Context: an optimization exercise on an open-source flow, tuned for small area and a short achievable clock period. The choices shown serve that exercise and are no tape-out recipe.
The RTL was checked by simulation tests, not by an equivalence proof against the original design.
The flow treats the clock pin as an ideal source, which a real chip does not have.
Power figures rest on the tool's default switching activity, not on a simulated workload.

==> flow/design.v (excerpt) <==
module jr_core (
    input  wire        clk,
    input  wire        rst,
    input  wire [7:0]  cmd,
    input  wire        cmd_valid,
    output wire        cmd_ready,
    input  wire [7:0]  opd_x,
    input  wire [7:0]  opd_y,
    input  wire [15:0] opd_d,
    input  wire [15:0] opd_ax,
    input  wire [15:0] opd_ay,
    input  wire [15:0] opd_az,
    output wire [63:0] res,
    output reg         res_valid,
    input  wire        echo,
    output wire        trig,
    input  wire        tick0,
    input  wire        tick1,
    output wire [7:0]  tx_data,
    output reg         tx_valid,
    input  wire        tx_ready,
    input  wire        rx_avail,
    input  wire [7:0]  rx_data,
    output wire        rx_take,
    input  wire        confirm,
    output reg  [1:0]  act_dir_L,
    output reg  [1:0]  act_dir_R,
    output wire [7:0]  act_duty_L,
    output wire [7:0]  act_duty_R,
    output reg  [1:0]  disp
);
    localparam [3:0] OP_MC_START   = 4'h1;
    localparam [3:0] OP_MC_STOP    = 4'h2;
    localparam [3:0] OP_MC_RESET   = 4'h3;
    localparam [3:0] OP_MC_READ    = 4'h4;
    localparam [3:0] OP_RANGE      = 4'h5;
    localparam [3:0] OP_ENCODE     = 4'h6;
    localparam [3:0] OP_SEND_DRIVE = 4'h7;
    localparam [3:0] OP_FAULT_EVAL = 4'h8;
    localparam [3:0] OP_COLL_EVAL  = 4'h9;
    localparam [3:0] OP_RROBOT     = 4'hA;
    localparam [3:0] OP_RREMOTE    = 4'hB;
    localparam [3:0] OP_CONFIRM    = 4'hC;
    localparam [3:0] OP_MC_LOAD    = 4'hD;
    localparam [1:0] REVERSE = 2'd0, FORWARD = 2'd1, NEUTRAL = 2'd2;
    localparam [1:0] D_CLEAR = 2'd0, D_COLLISION = 2'd1, D_OBSTACLE = 2'd2, D_COMM_ERROR = 2'd3;
    localparam [23:0] CM = 24'h8B4396;
    reg        echo_lvl, dir, obs, hs, rfsm;
    reg  [5:0] duty_L, duty_R;
    reg        rdy;
    reg        rdy_rem;       
    reg  [5:0] s;             
    reg [24:0] W;             
    reg  [4:0] wcnt;          
    reg        satf;          
    reg        rs0, rs1, rw, rp, rd;    
    assign cmd_ready  = rdy;
    assign act_duty_L = {duty_L, 2'b00};
    assign act_duty_R = {duty_R, 2'b00};
    assign tx_data    = W[7:0];
    wire [3:0] op  = cmd[7:4];
    wire       ci  = cmd[0];
    wire       acc = cmd_valid && rdy;
    wire [15:0] is_op = {16{acc}} & (16'd1 << op);
  ...
Settings: LEC_CHECK=0, CAP_MARGIN=20, CORE_MARGIN=2, CORE_UTILIZATION=60, SLEW_MARGIN=20; clock period 40.0 ns.
standard.sh (not shown) runs the stock make flow with config.mk's settings and CLKGATE_MAP_FILE= SYNTH_SCRIPT=/design/flow/synth_recipe.tcl, a recipe that flattens the netlist after the stock synthesis.
==> flow/flow/run.sh <==
#!/bin/bash
# The standard layout, with these changes:
# - synthesis is the standard synthesis, but ABC maps the combinational
#   logic with flow/abc.script (AIG resynthesis for area) and pass-through
#   wires get buf_1 instead of buf_4; registers are
#   mapped exactly as in the standard synthesis;
# - the port buffers are the smallest buffer (buf_1);
# - the clock tree uses clkbuf_8 without dummy loads; clock buffers whose
#   flip-flops see a slow clock edge are then sized up (flow/post_cts.tcl);
# - after placement, cells on the slowest paths are sized up.
# Each tool's output is in synth_make.log / flow_make.log and orfs/logs/.
set -uo pipefail
HERE=$PWD
rm -rf "$HERE/scripts_abc"
cp -r "$FLOW_HOME/scripts" "$HERE/scripts_abc"
cp "$HERE/flow/abc.script" "$HERE/scripts_abc/abc_speed.script"
SCRIPTS_DIR="$HERE/scripts_abc" bash standard.sh MIN_BUF_CELL_AND_PORTS="sky130_fd_sc_hd__buf_1 A X" synth > synth_make.log 2>&1 || exit 1
export BUFFER_PORTS_ARGS="-buffer_cell sky130_fd_sc_hd__buf_1"
export CTS_ARGS="-sink_clustering_enable -repair_clock_nets -buf_list sky130_fd_sc_hd__clkbuf_8 -dont_use_dummy_load -sink_clustering_size 8 -sink_clustering_max_diameter 40"
export POST_CTS_TCL="$HERE/flow/post_cts.tcl"
export POST_RESIZE_TCL="$HERE/flow/post_resize.tcl"
bash standard.sh > flow_make.log 2>&1
Other scripts of this flow, unchanged in this note and not shown: flow/flow/abc.script, flow/flow/post_cts.tcl, flow/flow/post_resize.tcl
Change:
--- a/flow/design.v
+++ b/flow/design.v
@@ -1,33 +1,29 @@
 module jr_mclock (
     input  wire        clk,
     input  wire        rst,
     input  wire        tick,
-    input  wire        defer,       
-    input  wire        frz,         
+    input  wire        tick_en,
     input  wire        run_set,
     input  wire        run_clr,
     input  wire        cnt_sel,     
     input  wire [61:0] load_val,    
     output reg         run,
     output reg  [61:0] c
 );
-    reg  pend;
-    wire t = tick && run;
-    wire a = t && !defer && !frz;
-    wire [1:0] inc = {a && pend, a ^ pend};
+    reg pend;
     always @(posedge clk) begin
         if (rst) begin
             run  <= 1'b0;
             pend <= 1'b0;
         end else begin
-            pend <= t && defer;
+            pend <= tick && run && tick_en && !cnt_sel;
             if (run_set)      run <= 1'b1;
             else if (run_clr) run <= 1'b0;
         end
-        c <= cnt_sel ? load_val : c + {60'd0, inc};
+        c <= cnt_sel ? load_val : c + {61'd0, pend};
     end
 endmodule
 module jr_encoder (
     input  wire [7:0] x,
     input  wire [7:0] y,
     input  wire       left,
@@ -436,13 +432,12 @@
     localparam [1:0] REVERSE = 2'd0, FORWARD = 2'd1, NEUTRAL = 2'd2;
     localparam [1:0] D_CLEAR = 2'd0, D_COLLISION = 2'd1, D_OBSTACLE = 2'd2, D_COMM_ERROR = 2'd3;
     localparam [23:0] CM = 24'h8B4396;
     reg        echo_lvl, dir, obs, hs, rfsm;
     reg  [5:0] duty_L, duty_R;
     reg        rdy;
-    reg        rdy_rem;       
     reg  [5:0] s;             
     reg [24:0] W;             
     reg  [4:0] wcnt;          
     reg        satf;          
     reg        rs0, rs1, rw, rp, rd;    
     assign cmd_ready  = rdy;
@@ -468,30 +463,29 @@
     wire start0 = is_op[OP_MC_START] && !ci, start1 = is_op[OP_MC_START] && ci;
     wire stop0  = is_op[OP_MC_STOP]  && !ci, stop1  = is_op[OP_MC_STOP]  && ci;
     wire clr0   = is_op[OP_MC_RESET] && !ci, clr1   = is_op[OP_MC_RESET] && ci;
     wire load0  = is_op[OP_MC_LOAD]  && !ci, load1  = is_op[OP_MC_LOAD]  && ci;
     jr_mclock u_mc0 (
         .clk(clk), .rst(rst), .tick(tick0),
-        .defer(is_op[OP_MC_READ] && !ci), .frz(sample || step),
+        .tick_en(!sample && !step),
         .run_set(!clr0 && !sample && (start0 || (echo_rise && !stop0))),
         .run_clr(clr0 || sample || stop0 || echo_fall),
         .cnt_sel(rst || clr0 || load0 || last), .load_val(load_val0),
         .run(run0), .c(c0)
     );
     jr_mclock u_mc1 (
         .clk(clk), .rst(rst), .tick(tick1),
-        .defer(is_op[OP_MC_READ] && ci), .frz(1'b0),
+        .tick_en(1'b1),
         .run_set(start1),
         .run_clr(clr1 || stop1),
         .cnt_sel(rst || clr1 || load1), .load_val(load_val),
         .run(run1), .c(c1)
     );
     wire poll_robot  = is_op[OP_RROBOT];
     wire poll_remote = is_op[OP_RREMOTE] && !rfsm;
-    assign rx_take = cmd_valid && rx_avail && cmd[7] && !cmd[6] && cmd[5] &&
-                     (cmd[4] ? rdy_rem : rdy);
+    assign rx_take = (poll_robot || poll_remote) && rx_avail;
     wire coll = ($signed(opd_ax) > 16'sd500) || ($signed(opd_ax) < -16'sd500) ||
                 ($signed(opd_ay) > 16'sd500) || ($signed(opd_ay) < -16'sd500) ||
                 ($signed(opd_az) > 16'sd1500) || ($signed(opd_az) < 16'sd500);
     wire       left    = cmd[1:0] != 2'b00;
     wire       y_pos   = opd_y > 8'd138;
     wire       y_neg   = opd_y < 8'd122;
@@ -509,18 +503,18 @@
                         {6'b001100, is_op[OP_FAULT_EVAL] && !obs, !is_op[OP_FAULT_EVAL]};
     wire rng_go = is_op[OP_RANGE] && !hs;
     wire [31:0] c0lo = {12'd0, c0[19:0]};
     wire        mbit = c0lo[s[4:0]];
     wire [25:0] sum  = {1'b0, W} + {2'b00, (step && mbit) ? CM : 24'd0};
     always @(posedge clk) begin
-        if (sample) begin
+        if (sample)
             W[24:8] <= 17'd1024;              
-            satf    <= |c0[61:20];
-        end else begin
+        else
             W[24:8] <= sum[25:9];
-        end
+        if (step)
+            satf <= |c0[61:20];
         if (acc)
             W[7:0] <= w_load;
         else if (sample)
             W[7:0] <= 8'd0;
         else if (step)
             W[7:0] <= sum[8:1];
@@ -534,16 +528,13 @@
     wire        rdsat = rd && (satf || W[24] || W[23]);
     wire [15:0] lo    = ({16{rd}} & W[22:7]) | {16{rdsat}} |
                         {7'd0, rp, {8{rw}} & W[7:0]};
     wire [63:0] rc    = {{62{rs0}} & c0, 2'b00} | {{62{rs1}} & c1, 2'b00};
     assign res = rc | {48'd0, lo};
     wire tx_next = set_tx || (tx_valid && !tx_ready);
-    wire rfsm_next = conf_tx ? 1'b0 :
-                     (poll_remote && rx_avail && rx_data == 8'h31) ? 1'b1 : rfsm;
     wire [5:0] s_next = rng_go ? 6'd20 : (s == 6'd0 || last) ? 6'd0 : s + 6'd1;
-    wire rdy_next = !acc && s_next == 6'd0 && !tx_next;
     always @(posedge clk) begin
         if (rst) begin
             echo_lvl  <= 1'b0;
             dir       <= 1'b0;
             obs       <= 1'b0;
             hs        <= 1'b0;
@@ -553,20 +544,18 @@
             act_dir_R <= NEUTRAL;
             duty_L    <= 6'd0;
             duty_R    <= 6'd0;
             tx_valid  <= 1'b0;
             res_valid <= 1'b0;
             rdy       <= 1'b0;
-            rdy_rem   <= 1'b0;
             s         <= 6'd0;
         end else begin
             echo_lvl  <= echo;
             tx_valid  <= tx_next;
             res_valid <= (acc && !rng_go) || last;
-            rdy       <= rdy_next;
-            rdy_rem   <= rdy_next && !rfsm_next;
+            rdy       <= !acc && s_next == 6'd0 && !tx_next;
             s         <= s_next;
             if (enc_any)
                 dir <= dir_new;
             if (fault_tx)
                 obs <= !obs;
             if (coll_tx) begin
The new run completed with no timing, DRC or antenna violations; flip-flop and latch count falls by 1; register-to-register slack improves by 0.99 ns; final cell count falls by 1.8%; power came out lower by 1.5%; count of clock-buffer cells in the layout does not change; non-clock buffer count falls by 7; die area came out lower by about 1.2%; via count fell by about 1.6%; fmax climbs by about 1.4%; routed wire length went down by about 1%; final area falls by about 2.4%; setup slack gains 0.23 ns.

[separate check: timing with driven ports]
The flow's constraints put no driver on any port. The routed layouts listed below were extracted and timed again, unchanged, in two steps. Step 1, drivers: a clkbuf_16 drives clk and a buf_2 each remaining input, both assumed. Step 2, shift: input delay + t, output delay - t, t = (earliest + latest rising clock arrival at the registers) / 2. This alone moves slack from input paths to output paths. a / b / c = ideal / step 1 / step 2; a / b = the first two.
run | shift t [ns] | setup slack, ns | worst setup path at the end | worst register clock-pin slew, ns
the first run | 0.442 | 23.068 / 23.019 / 23.019 | input to output | 0.09 / 0.09
the second run | 0.433 | 23.302 / 23.256 / 23.256 | input to output | 0.09 / 0.09
After both steps setup and hold are still met in every run listed. The setup slack of the first run, which loses most, moves by -0.049 ns with the drivers and by -0.049 ns with both steps.
